This is an optimization exercise on Yosys and OpenROAD, whose aim is small area, not a production implementation.
In this exercise RTL edits were held to simulation tests only and were not proved equivalent to the original.
Power and IR drop assume default switching activity.

run Y:
==> flow/design.v <==
module ibus_decoder (
    input  wire        clk,
    input  wire        rst,
    input  wire        in_valid,
    input  wire [7:0]  in_byte,
    output reg  [15:0] ch0,
    output reg  [15:0] ch1,
    output reg  [15:0] ch2,
    output reg  [15:0] ch3,
    output reg  [15:0] ch4,
    output reg  [15:0] ch5
);
    reg [4:0]  rem;
    reg [3:0]  idx;
    reg [12:0] acc;
    reg        cmd_ok;
    reg [95:0] sr;
    wire idle   = (rem == 5'd0);
    wire ck_hi  = (rem == 5'd1);
    wire accum  = (rem[4:2] != 3'd0) || (rem == 5'd3);
    wire len_ok = (in_byte[7:6] == 2'b00) && (in_byte[5] ? (in_byte[4:0] == 5'd0)
                                                         : (in_byte[4:2] != 3'd0));
    wire idx_done = (idx == 4'd13);
    wire shift    = in_valid && accum && !idx_done;
    wire csum_ok = (acc[7:0] == 8'hFF) && (in_byte == {3'b111, ~acc[12:8]});
    wire commit  = in_valid && ck_hi && csum_ok && cmd_ok && idx_done;
    always @(posedge clk) begin
        if (rst)
            rem <= 5'd0;
        else if (in_valid) begin
            if (idle)
                rem <= len_ok ? (in_byte[4:0] - 5'd1) : 5'd0;
            else
                rem <= rem - 5'd1;
        end
    end
    always @(posedge clk)
        if (shift)
            sr <= {in_byte, sr[95:8]};
    always @(posedge clk) begin
        if (in_valid)
            acc <= (idle ? 13'd0 : acc) + {5'd0, in_byte};
        if (in_valid && idle)
            idx <= 4'd0;
        else if (shift)
            idx <= idx + 4'd1;
        if (shift && idx == 4'd0)
            cmd_ok <= (in_byte == 8'h40);
    end
    wire        ld   = commit && !rst;
    wire        hold = !commit && !rst;
    wire [95:0] ch_q = {ch5, ch4, ch3, ch2, ch1, ch0};
    wire [95:0] ch_d = (sr & {96{ld}}) | (ch_q & {96{hold}});
    always @(posedge clk)
        {ch5, ch4, ch3, ch2, ch1, ch0} <= ch_d;
endmodule
module mixer_core (
    input  wire [15:0] steer,
    input  wire [15:0] throttle,
    output wire [8:0]  a_next,
    output wire [8:0]  b_next
);
    wire steer_right = (steer >= 16'd1510);
    wire steer_left  = (steer <= 16'd1490);
    wire [5:0] nsum = steer[3:0] + steer[7:4] + steer[11:8] + steer[15:12];
    reg  [2:0] m;
    always @(*) m = nsum % 6'd5;
    reg [17:0] kc;
    always @(*) begin
        case ({steer_left, m})
            4'b0000: kc = 18'd1001;
            4'b0001: kc = 18'd1002;
            4'b0010: kc = 18'd1003;
            4'b0011: kc = 18'd999;
            4'b0100: kc = 18'd1000;
            4'b1000: kc = -18'sd2000;
            4'b1001: kc = -18'sd2001;
            4'b1010: kc = -18'sd2002;
            4'b1011: kc = -18'sd1998;
            4'b1100: kc = -18'sd1999;
            default: kc = 18'bx;
        endcase
    end
    wire [17:0] sx = {2'b00, steer} ^ {18{~steer_left}};    
    wire [17:0] y  = {3'b000, throttle[15:1]} + sx + kc + {17'd0, throttle[0]};
    wire red_ok = (y[17:9] == 9'd0) && (y[8:0] <= 9'd500);
    wire [8:0] red = red_ok ? y[8:0] : 9'd0;
    wire full_ok = (throttle >= 16'd1000) && (throttle <= 16'd2000);
    wire [9:0] yf = throttle[9:0] - 10'd999;
    wire [8:0] full = full_ok ? yf[9:1] : 9'd0;
    assign a_next = steer_left  ? red : full;
    assign b_next = steer_right ? red : full;
endmodule
module drive_mixer (
    input  wire        clk,
    input  wire        rst,
    input  wire        tick,
    input  wire [15:0] steer,
    input  wire [15:0] throttle,
    output reg  [8:0]  a_speed,
    output reg  [8:0]  b_speed
);
    wire [8:0] a_next, b_next;
    mixer_core u_core (
        .steer    (steer),
        .throttle (throttle),
        .a_next   (a_next),
        .b_next   (b_next)
    );
    always @(posedge clk) begin
        if (rst) begin
            a_speed <= 9'd0;
            b_speed <= 9'd0;
        end else if (tick) begin
            a_speed <= a_next;
            b_speed <= b_next;
        end
    end
endmodule
module ibus_mixer #(
    parameter [15:0] DUTY_MAX = 16'd500
) (
    input  wire        clk,
    input  wire        rst,
    input  wire        in_valid,
    input  wire [7:0]  in_byte,
    input  wire        tick,
    output wire [15:0] ch0,
    output wire [15:0] ch1,
    output wire [15:0] ch2,
    output wire [15:0] ch3,
    output wire [15:0] ch4,
    output wire [15:0] ch5,
    output wire [15:0] a_speed,
    output wire [15:0] b_speed,
    output wire        a_dir,
    output wire        b_dir
);
    wire [8:0] a9, b9;
    ibus_decoder u_decoder (
        .clk      (clk),
        .rst      (rst),
        .in_valid (in_valid),
        .in_byte  (in_byte),
        .ch0      (ch0),
        .ch1      (ch1),
        .ch2      (ch2),
        .ch3      (ch3),
        .ch4      (ch4),
        .ch5      (ch5)
    );
    drive_mixer u_mixer (
        .clk      (clk),
        .rst      (rst),
        .tick     (tick),
        .steer    (ch0),
        .throttle (ch2),
        .a_speed  (a9),
        .b_speed  (b9)
    );
    assign a_speed = {7'd0, a9};
    assign b_speed = {7'd0, b9};
    assign a_dir   = 1'b0;
    assign b_dir   = 1'b0;
endmodule
Settings: LEC_CHECK=0, CAP_MARGIN=20, CORE_MARGIN=2, CORE_UTILIZATION=60, SLEW_MARGIN=20; clock period 33.0 ns.
standard.sh (not shown) runs the stock make flow with config.mk's settings and CLKGATE_MAP_FILE= SYNTH_SCRIPT=/design/flow/synth_recipe.tcl, a recipe that flattens the netlist after the stock synthesis.
==> flow/flow/run.sh <==
#!/bin/bash
# The standard layout (standard.sh) with these changes:
#  - synthesis maps the logic with an area-oriented ABC script
#    (flow/abc_area.script, used through ABC_AREA=1 from a copy of the
#    ORFS scripts folder) and leaves adders to ABC (no ADDER_MAP_FILE);
#    flip-flop mapping is untouched;
#  - ports are buffered with buf_1;
#  - the clock tree uses clkbuf_4 in small clusters, without dummy loads;
#  - the constant outputs share synthesis's single tie cell.
# make's output goes to standard.log; ORFS writes each step's log under orfs/logs.
set -euo pipefail
HERE=$(pwd)
rm -rf "$HERE/scripts_mod"
cp -r "$FLOW_HOME/scripts" "$HERE/scripts_mod"
cp "$HERE/flow/abc_area.script" "$HERE/scripts_mod/abc_area.script"
bash standard.sh \
  "SCRIPTS_DIR=$HERE/scripts_mod" \
  "ABC_AREA=1" \
  "ADDER_MAP_FILE=" \
  "SKIP_REPAIR_TIE_FANOUT=1" \
  "BUFFER_PORTS_ARGS=-buffer_cell sky130_fd_sc_hd__buf_1" \
  "CTS_ARGS=-sink_clustering_enable -repair_clock_nets -dont_use_dummy_load -buf_list sky130_fd_sc_hd__clkbuf_4 -sink_clustering_size 10 -sink_clustering_max_diameter 30" \
  finish > standard.log 2>&1
==> flow/flow/abc_area.script <==
strash
&get -n
&dch -f
&if -a -K 3
&mfs -e -W 20 -L 20
&fx
&st
&put
balance -l
resub -K 6 -l
rewrite -l
resub -K 6 -N 2 -l
refactor -l
resub -K 8 -l
balance -l
resub -K 8 -N 2 -l
rewrite -l
resub -K 10 -l
rewrite -z -l
resub -K 10 -N 2 -l
balance -l
resub -K 12 -l
refactor -z -l
resub -K 12 -N 2 -l
rewrite -z -l
balance -l
&get -n
&dch -f
&if -a -K 4
&mfs -e -W 20 -L 20
&fx
&st
&put
balance -l
resub -K 6 -l
rewrite -l
resub -K 6 -N 2 -l
refactor -l
resub -K 8 -l
balance -l
resub -K 8 -N 2 -l
rewrite -l
resub -K 10 -l
rewrite -z -l
resub -K 10 -N 2 -l
balance -l
resub -K 12 -l
refactor -z -l
resub -K 12 -N 2 -l
rewrite -z -l
balance -l
&get -n
&dch -f
&if -a -K 3
&mfs -e -W 20 -L 20
&fx
&st
&put
balance -l
resub -K 6 -l
rewrite -l
resub -K 6 -N 2 -l
refactor -l
resub -K 8 -l
balance -l
resub -K 8 -N 2 -l
rewrite -l
resub -K 10 -l
rewrite -z -l
resub -K 10 -N 2 -l
balance -l
resub -K 12 -l
refactor -z -l
resub -K 12 -N 2 -l
rewrite -z -l
balance -l
&get -n
&dch -f
&if -a -K 4
&mfs -e -W 20 -L 20
&fx
&st
&put
balance -l
resub -K 6 -l
rewrite -l
resub -K 6 -N 2 -l
refactor -l
resub -K 8 -l
balance -l
resub -K 8 -N 2 -l
rewrite -l
resub -K 10 -l
rewrite -z -l
resub -K 10 -N 2 -l
balance -l
resub -K 12 -l
refactor -z -l
resub -K 12 -N 2 -l
rewrite -z -l
balance -l
&get -n
&st
&dch -f
&nf -p -F 8 -R 1000
&put
topo
Input changes introduced in run X (baseline for comparison: run Y):
==> flow/design.v, changed modules only <==
module ibus_decoder (
    input  wire        clk,
    input  wire        rst,
    input  wire        in_valid,
    input  wire [7:0]  in_byte,
    output reg  [15:0] ch0,
    output reg  [15:0] ch1,
    output reg  [15:0] ch2,
    output reg  [15:0] ch3,
    output reg  [15:0] ch4,
    output reg  [15:0] ch5
);
    reg [4:0]  rem;
    reg [3:0]  idx;
    reg [12:0] acc;
    reg [95:0] sr;
    wire idle   = (rem == 5'd0);
    wire ck_hi  = (rem == 5'd1);
    wire accum  = (rem[4:2] != 3'd0) || (rem == 5'd3);
    wire len_ok = (in_byte[7:6] == 2'b00) && (in_byte[5] ? (in_byte[4:0] == 5'd0)
                                                         : (in_byte[4:2] != 3'd0));
    wire idx_done = (idx == 4'd13);
    wire shift    = in_valid && accum && (idx < 4'd13);
    wire csum_ok = (acc[7:0] == 8'hFF) && (in_byte == {3'b111, ~acc[12:8]});
    wire commit  = in_valid && ck_hi && csum_ok && idx_done;
    always @(posedge clk) begin
        if (rst)
            rem <= 5'd0;
        else if (in_valid) begin
            if (idle)
                rem <= len_ok ? (in_byte[4:0] - 5'd1) : 5'd0;
            else
                rem <= rem - 5'd1;
        end
    end
    always @(posedge clk)
        if (shift)
            sr <= {in_byte, sr[95:8]};
    wire [7:0] vbyte = in_byte & {8{in_valid}};
    always @(posedge clk)
        acc <= (idle ? 13'd0 : acc) + {5'd0, vbyte};
    always @(posedge clk) begin
        if (in_valid && idle)
            idx <= 4'd0;
        else if (shift)
            idx <= (idx == 4'd0 && in_byte != 8'h40) ? 4'd15 : idx + 4'd1;
    end
    wire        ld   = commit && !rst;
    wire        hold = !commit && !rst;
    wire [95:0] ch_q = {ch5, ch4, ch3, ch2, ch1, ch0};
    wire [95:0] ch_d = (sr & {96{ld}}) | (ch_q & {96{hold}});
    always @(posedge clk)
        {ch5, ch4, ch3, ch2, ch1, ch0} <= ch_d;
endmodule
module mixer_core (
    input  wire [15:0] steer,
    input  wire [15:0] throttle,
    output wire [8:0]  a_next,
    output wire [8:0]  b_next
);
    wire steer_right = (steer >= 16'd1510);
    wire steer_left  = (steer <= 16'd1490);
    wire [8:0] bsum = steer[7:0] + steer[15:8];
    wire [5:0] nsum = bsum[3:0] + bsum[7:4] + bsum[8];
    reg  [2:0] m;
    always @(*) m = nsum % 6'd5;
    reg [17:0] kc;
    always @(*) begin
        case ({steer_left, m})
            4'b0000: kc = 18'd1001;
            4'b0001: kc = 18'd1002;
            4'b0010: kc = 18'd1003;
            4'b0011: kc = 18'd999;
            4'b0100: kc = 18'd1000;
            4'b1000: kc = -18'sd2000;
            4'b1001: kc = -18'sd2001;
            4'b1010: kc = -18'sd2002;
            4'b1011: kc = -18'sd1998;
            4'b1100: kc = -18'sd1999;
            default: kc = 18'bx;
        endcase
    end
    wire [17:0] sx = {2'b00, steer} ^ {18{~steer_left}};    
    wire [17:0] y  = {3'b000, throttle[15:1]} + sx + kc + {17'd0, throttle[0]};
    wire red_ok = (y[17:9] == 9'd0) && (y[8:0] <= 9'd500);
    wire [8:0] red = red_ok ? y[8:0] : 9'd0;
    wire full_ok = (throttle >= 16'd1000) && (throttle <= 16'd2000);
    wire [8:0] yf = throttle[9:1] + throttle[0] - 9'd500;    
    wire [8:0] full = full_ok ? yf : 9'd0;
    assign a_next = steer_left  ? red : full;
    assign b_next = steer_right ? red : full;
endmodule
==> comparison <==
Run X does better than run Y on initial DRC count. Diff run Y -> run X: number of buffers created by CTS shows a reduction of 10%, proportion of power drawn by combinational gates shows an increase of 0.5 points, number of well taps now smaller, number of nets at the end of the flow now sits lower. Comparing run X and run Y, the lower required time reported for the critical path endpoint was measured on run Y. Going from run Y to run X, the wire length after detailed routing was found to have gone down by 4.7%. Power was higher in run Y than in run X. Run Y → run X: setup slack now smaller, average routed wire per standard cell now smaller, global-route usage now smaller.

## re-timing with driven ports
In the flow no input, the clock included, has a driving cell. The finished layouts below were timed again as built, in two steps.
Step 1 sets driving cells, clkbuf_16 on the clock port and buf_2 on the other inputs (assumed; they add their load-dependent delay and slew).
Step 2 times the ports against the registers' clock, not the clock port: input delays grow and output delays shrink by t, the midpoint of the rising clock arrivals with the driver on.
a / b / c = ideal ports / drivers / drivers and shift; a / b = the first two.
| run | t, ns | setup slack, ns | worst hold slack (ns) | worst register clock-pin slew, ns | worst data-port slew with drivers (ns) |
|---|---|---|---|---|---|
| run Y | 0.637 | 23.005 / 23.015 / 22.379 | 0.413 / 0.413 / 0.413 | 0.10 / 0.10 | 0.04 |
| run X | 0.629 | 22.622 / 22.630 / 22.002 | 0.415 / 0.415 / 0.415 | 0.10 / 0.10 | 0.03 |
After both steps setup and hold are still met in every run listed. For run Y, which loses most, drivers alone change the setup slack by +0.010 ns; drivers and shift together by -0.626 ns.
